Source: an optimization exercise on an open RTL-to-GDS flow (aim: small area). Production flows keep margins and buffers that such runs may drop. In this exercise RTL edits were held to simulation tests only and were not proved equivalent to the original. Power figures rest on the tool's default switching activity, not on a simulated workload.

Design fastled_cpe, start of the top module:
module fastled_cpe (
    input  wire        clk,
    input  wire        rst,         
    input  wire        tick,        
    input  wire        reg_we,
    input  wire [3:0]  reg_addr,
    input  wire [31:0] reg_wdata,
    output reg  [31:0] reg_rdata,
    output wire        src_req,
    output wire [2:0]  src_op,
    output wire [1:0]  src_ch,
    input  wire [7:0]  src_byte,
    input  wire        src_more,
    output wire [7:0]  port_out,
    output wire        irq_en,
    output wire        busy
);
Size: about 97 I/O pins.
==> flow/config.mk <==
export PLATFORM = sky130hd
export DESIGN_NAME = fastled_cpe
export DESIGN_NICKNAME = fastled_cpe
export VERILOG_FILES = /design/flow/design.v
export SDC_FILE = /design/flow/constraint.sdc
export NUM_CORES = 4
export LEC_CHECK = 0
export CAP_MARGIN = 20
export CORE_MARGIN = 2
export CORE_UTILIZATION = 60
export CTS_BUF_LIST = sky130_fd_sc_hd__clkbuf_8
export SLEW_MARGIN = 20
==> flow/constraint.sdc <==
create_clock -name core_clock -period 10.0 [get_ports {clk}]
set_input_delay 2.0000 -clock core_clock [delete_from_list [all_inputs] [get_ports {clk}]]
set_output_delay 2.0000 -clock core_clock [all_outputs]
set_load 0.01 [all_outputs]
standard.sh (not shown) runs the stock make flow with config.mk's settings and CLKGATE_MAP_FILE= SYNTH_SCRIPT=/design/flow/synth_recipe.tcl, a recipe that flattens the netlist after the stock synthesis.
==> flow/flow/run.sh <==
#!/bin/bash
# Layout flow: the standard synthesis, then the combinational logic is
# mapped again for area with a stronger ABC script, best of four seeds (every
# flip-flop kept as it is: same instances, names and cell types), then
# the standard layout
# from the floorplan on, with the port buffers made of buf_1 cells and a
# clock tree of clkbuf_8 cells without dummy loads.
# Each tool's output goes to a log file of its own in the work folder.
set -euo pipefail
cd "$(dirname "$0")/.."
W=$(pwd)
R=$W/orfs/results/$FLOW_PLATFORM/fastled_cpe/base
LIB=$FLOW_HOME/platforms/$FLOW_PLATFORM/lib/sky130_fd_sc_hd__tt_025C_1v80.lib

# 1. standard synthesis
bash standard.sh synth > $W/flow_1_synth.log 2>&1

# 2. re-map the combinational logic: four runs of ABC with different seeds
#    in parallel, keeping the smallest result
cp $R/1_2_yosys.v $W/1_2_yosys_standard.v
for S in 1 2 3 4; do
  LIB=$LIB NET_IN=$W/1_2_yosys_standard.v NET_OUT=$W/1_2_yosys_resyn$S.v \
    STAT_OUT=$W/resyn_stat$S.txt ABC_SCRIPT=$W/flow/abc$S.script \
    yosys -c $W/flow/resyn.tcl > $W/flow_2_resyn$S.log 2>&1 &
done
wait
BEST=""; BESTA=""
for S in 1 2 3 4; do
  A=$(grep "Chip area for module" $W/resyn_stat$S.txt | awk '{print $NF}' | tail -n 1 || true)
  [[ -n "$A" ]] || continue
  if [[ -z "$BEST" ]] || awk -v a="$A" -v b="$BESTA" 'BEGIN{exit !(a < b)}'; then BEST=$S; BESTA=$A; fi
done
[[ -n "$BEST" ]]
echo "resynthesis: kept run $BEST, area $BESTA" > $W/resyn_choice.txt
cp $W/1_2_yosys_resyn$BEST.v $R/1_2_yosys.v
rm -f $R/1_synth.odb $R/1_synth.sdc

# 3. standard layout from the re-mapped netlist; the constant outputs share
# one tie cell
export CTS_ARGS="-sink_clustering_enable -repair_clock_nets -buf_list sky130_fd_sc_hd__clkbuf_8 -dont_use_dummy_load"
export SKIP_REPAIR_TIE_FANOUT=1
export BUFFER_PORTS_ARGS="-buffer_cell sky130_fd_sc_hd__buf_1"
bash standard.sh > $W/flow_3_layout.log 2>&1
Other scripts of this flow, unchanged in this note and not shown: flow/flow/abc1.script, flow/flow/abc2.script, flow/flow/abc3.script, flow/flow/abc4.script, flow/flow/resyn.tcl
Next try:
--- a/flow/flow/run.sh
+++ b/flow/flow/run.sh
@@ -3 +3 @@
-# mapped again for area with a stronger ABC script, best of four seeds (every
+# mapped again for area with a stronger ABC script, best of eight seeds (every
@@ -18,2 +18,2 @@
-# 2. re-map the combinational logic: four runs of ABC with different seeds
-#    in parallel, keeping the smallest result
+# 2. re-map the combinational logic: eight runs of ABC with different seeds,
+#    four at a time, keeping the smallest result
@@ -21,4 +21,7 @@
-for S in 1 2 3 4; do
-  LIB=$LIB NET_IN=$W/1_2_yosys_standard.v NET_OUT=$W/1_2_yosys_resyn$S.v \
-    STAT_OUT=$W/resyn_stat$S.txt ABC_SCRIPT=$W/flow/abc$S.script \
-    yosys -c $W/flow/resyn.tcl > $W/flow_2_resyn$S.log 2>&1 &
+for B in "1 2 3 4" "5 6 7 8"; do
+  for S in $B; do
+    LIB=$LIB NET_IN=$W/1_2_yosys_standard.v NET_OUT=$W/1_2_yosys_resyn$S.v \
+      STAT_OUT=$W/resyn_stat$S.txt ABC_SCRIPT=$W/flow/abc$S.script \
+      yosys -c $W/flow/resyn.tcl > $W/flow_2_resyn$S.log 2>&1 &
+  done
+  wait
@@ -26 +28,0 @@
-wait
@@ -28 +30 @@
-for S in 1 2 3 4; do
+for S in 1 2 3 4 5 6 7 8; do
==> flow/flow/abc5.script (new file) <==
strash
&get -n
&deepsyn -T 30 -S 5
&dch -f
&nf -a -R 1000
&put
==> flow/flow/abc6.script (new file) <==
strash
&get -n
&deepsyn -T 30 -S 6
&dch -f
&nf -a -R 1000
&put
==> flow/flow/abc7.script (new file) <==
strash
&get -n
&deepsyn -T 30 -S 7
&dch -f
&nf -a -R 1000
&put
==> flow/flow/abc8.script (new file) <==
strash
&get -n
&deepsyn -T 30 -S 8
&dch -f
&nf -a -R 1000
&put
=>
- The changed run finished with timing, DRC and antenna clean
- final area goes down by about 0.9%
- power rises by 44%
- die area is lower by about 0.6%
- count of clock-buffer cells in the layout does not change
- routed wire length came out higher by 7.3%
- core utilization decreases by 0.24 points
- hold slack improves by 0.010 ns

========
fastled_cpe, a different RTL version from the one above (not shown whole).
For scale: about 580 cells after synthesis, about 97 I/O pins, ~4800 um2 of cells after synthesis.
Settings: LEC_CHECK=0, CAP_MARGIN=20, CORE_MARGIN=2, CORE_UTILIZATION=60, CTS_BUF_LIST=sky130_fd_sc_hd__clkbuf_8, SLEW_MARGIN=20; clock period 10.0 ns.
==> flow/flow/run.sh <==
#!/bin/bash
# Layout flow: the standard synthesis, then the combinational logic is
# mapped again for area with a stronger ABC script, best of sixteen seeds (every
# flip-flop kept as it is: same instances, names and cell types), then
# the standard layout
# from the floorplan on, with the port buffers made of buf_1 cells and a
# clock tree of clkbuf_8 cells without dummy loads.
# Each tool's output goes to a log file of its own in the work folder.
set -euo pipefail
cd "$(dirname "$0")/.."
W=$(pwd)
R=$W/orfs/results/$FLOW_PLATFORM/fastled_cpe/base
LIB=$FLOW_HOME/platforms/$FLOW_PLATFORM/lib/sky130_fd_sc_hd__tt_025C_1v80.lib

# 1. standard synthesis
bash standard.sh synth > $W/flow_1_synth.log 2>&1

# 2. re-map the combinational logic: sixteen runs of ABC with different seeds,
#    four at a time, keeping the smallest result
cp $R/1_2_yosys.v $W/1_2_yosys_standard.v
for B in "1 2 3 4" "5 6 7 8" "9 10 11 12" "13 14 15 16"; do
  for S in $B; do
    LIB=$LIB NET_IN=$W/1_2_yosys_standard.v NET_OUT=$W/1_2_yosys_resyn$S.v \
      STAT_OUT=$W/resyn_stat$S.txt ABC_SCRIPT=$W/flow/abc$S.script \
      yosys -c $W/flow/resyn.tcl > $W/flow_2_resyn$S.log 2>&1 &
  done
  wait
done
BEST=""; BESTA=""
for S in $(seq 1 16); do
  A=$(grep "Chip area for module" $W/resyn_stat$S.txt | awk '{print $NF}' | tail -n 1 || true)
  [[ -n "$A" ]] || continue
  if [[ -z "$BEST" ]] || awk -v a="$A" -v b="$BESTA" 'BEGIN{exit !(a < b)}'; then BEST=$S; BESTA=$A; fi
done
[[ -n "$BEST" ]]
echo "resynthesis: kept run $BEST, area $BESTA" > $W/resyn_choice.txt
cp $W/1_2_yosys_resyn$BEST.v $R/1_2_yosys.v
rm -f $R/1_synth.odb $R/1_synth.sdc

# 3. standard layout from the re-mapped netlist; the constant outputs share
# one tie cell
export CTS_ARGS="-sink_clustering_enable -repair_clock_nets -buf_list sky130_fd_sc_hd__clkbuf_8 -dont_use_dummy_load"
export SKIP_REPAIR_TIE_FANOUT=1
export BUFFER_PORTS_ARGS="-buffer_cell sky130_fd_sc_hd__buf_1"
bash standard.sh > $W/flow_3_layout.log 2>&1
==> flow/flow/abc10.script <==
strash
&get -n
&deepsyn -T 30 -S 10
&dch -f
&nf -a -R 1000
&put
==> flow/flow/abc11.script <==
strash
&get -n
&deepsyn -T 30 -S 11
&dch -f
&nf -a -R 1000
&put
==> flow/flow/abc12.script <==
strash
&get -n
&deepsyn -T 30 -S 12
&dch -f
&nf -a -R 1000
&put
==> flow/flow/abc13.script <==
strash
&get -n
&deepsyn -T 30 -S 13
&dch -f
&nf -a -R 1000
&put
==> flow/flow/abc14.script <==
strash
&get -n
&deepsyn -T 30 -S 14
&dch -f
&nf -a -R 1000
&put
==> flow/flow/abc15.script <==
strash
&get -n
&deepsyn -T 30 -S 15
&dch -f
&nf -a -R 1000
&put
==> flow/flow/abc16.script <==
strash
&get -n
&deepsyn -T 30 -S 16
&dch -f
&nf -a -R 1000
&put
==> flow/flow/abc9.script <==
strash
&get -n
&deepsyn -T 30 -S 9
&dch -f
&nf -a -R 1000
&put
Other scripts of this flow, unchanged in this note and not shown: flow/flow/abc1.script, flow/flow/abc2.script, flow/flow/abc3.script, flow/flow/abc4.script, flow/flow/abc5.script, flow/flow/abc6.script, flow/flow/abc7.script, flow/flow/abc8.script, flow/flow/resyn.tcl
==> next run, changes <==
--- a/flow/flow/run.sh
+++ b/flow/flow/run.sh
@@ -3 +3 @@
-# mapped again for area with a stronger ABC script, best of sixteen seeds (every
+# mapped again for area with a stronger ABC script, best of eight seeds (every
@@ -18 +18 @@
-# 2. re-map the combinational logic: sixteen runs of ABC with different seeds,
+# 2. re-map the combinational logic: eight runs of ABC with different seeds,
@@ -21 +21 @@
-for B in "1 2 3 4" "5 6 7 8" "9 10 11 12" "13 14 15 16"; do
+for B in "1 2 3 4" "5 6 7 8"; do
@@ -30 +30 @@
-for S in $(seq 1 16); do
+for S in 1 2 3 4 5 6 7 8; do
removed: flow/flow/abc10.script
removed: flow/flow/abc11.script
removed: flow/flow/abc12.script
removed: flow/flow/abc13.script
removed: flow/flow/abc14.script
removed: flow/flow/abc15.script
removed: flow/flow/abc16.script
removed: flow/flow/abc9.script
Effect:
- final cell count stays the same
- non-clock buffer count does not change
- core utilization is unchanged

port drivers added, routing unchanged:
How much do the figures lean on ideal ports? The routed layouts below were timed once more, with nothing changed but the port constraints.
Step 1: set_driving_cell puts a clkbuf_16 on clk and a buf_2 on each other input, an assumption about the parent block.
Step 2 also shifts input and output timing later by t, the mid clock arrival at the registers, as if the neighbouring blocks saw the same clock.
Slacks: ideal ports / drivers / drivers and shift; pairs: ideal ports / drivers.
| run | shift t [ns] | setup slack, ns | latest minus earliest clock arrival (ns) | worst register clock-pin slew, ns | worst slew at a driven data input, ns |
|---|---|---|---|---|---|
| the first run of note 1 | 0.395 | 2.656 / 2.656 / 2.656 | 0.024 / 0.024 | 0.10 / 0.10 | 0.04 |
| the second run of note 1 | 0.397 | 3.447 / 3.459 / 3.063 | 0.017 / 0.017 | 0.09 / 0.09 | 0.04 |
| the first run of note 2 | 0.378 | 3.146 / 3.146 / 3.022 | 0.021 / 0.020 | 0.09 / 0.09 | 0.04 |
| the second run of note 2 | 0.378 | 3.146 / 3.146 / 3.022 | 0.021 / 0.020 | 0.09 / 0.09 | 0.04 |
After both steps setup and hold are still met in every run listed. For the second run of note 1, which loses most, drivers alone change the setup slack by +0.012 ns; drivers and shift together by -0.384 ns.
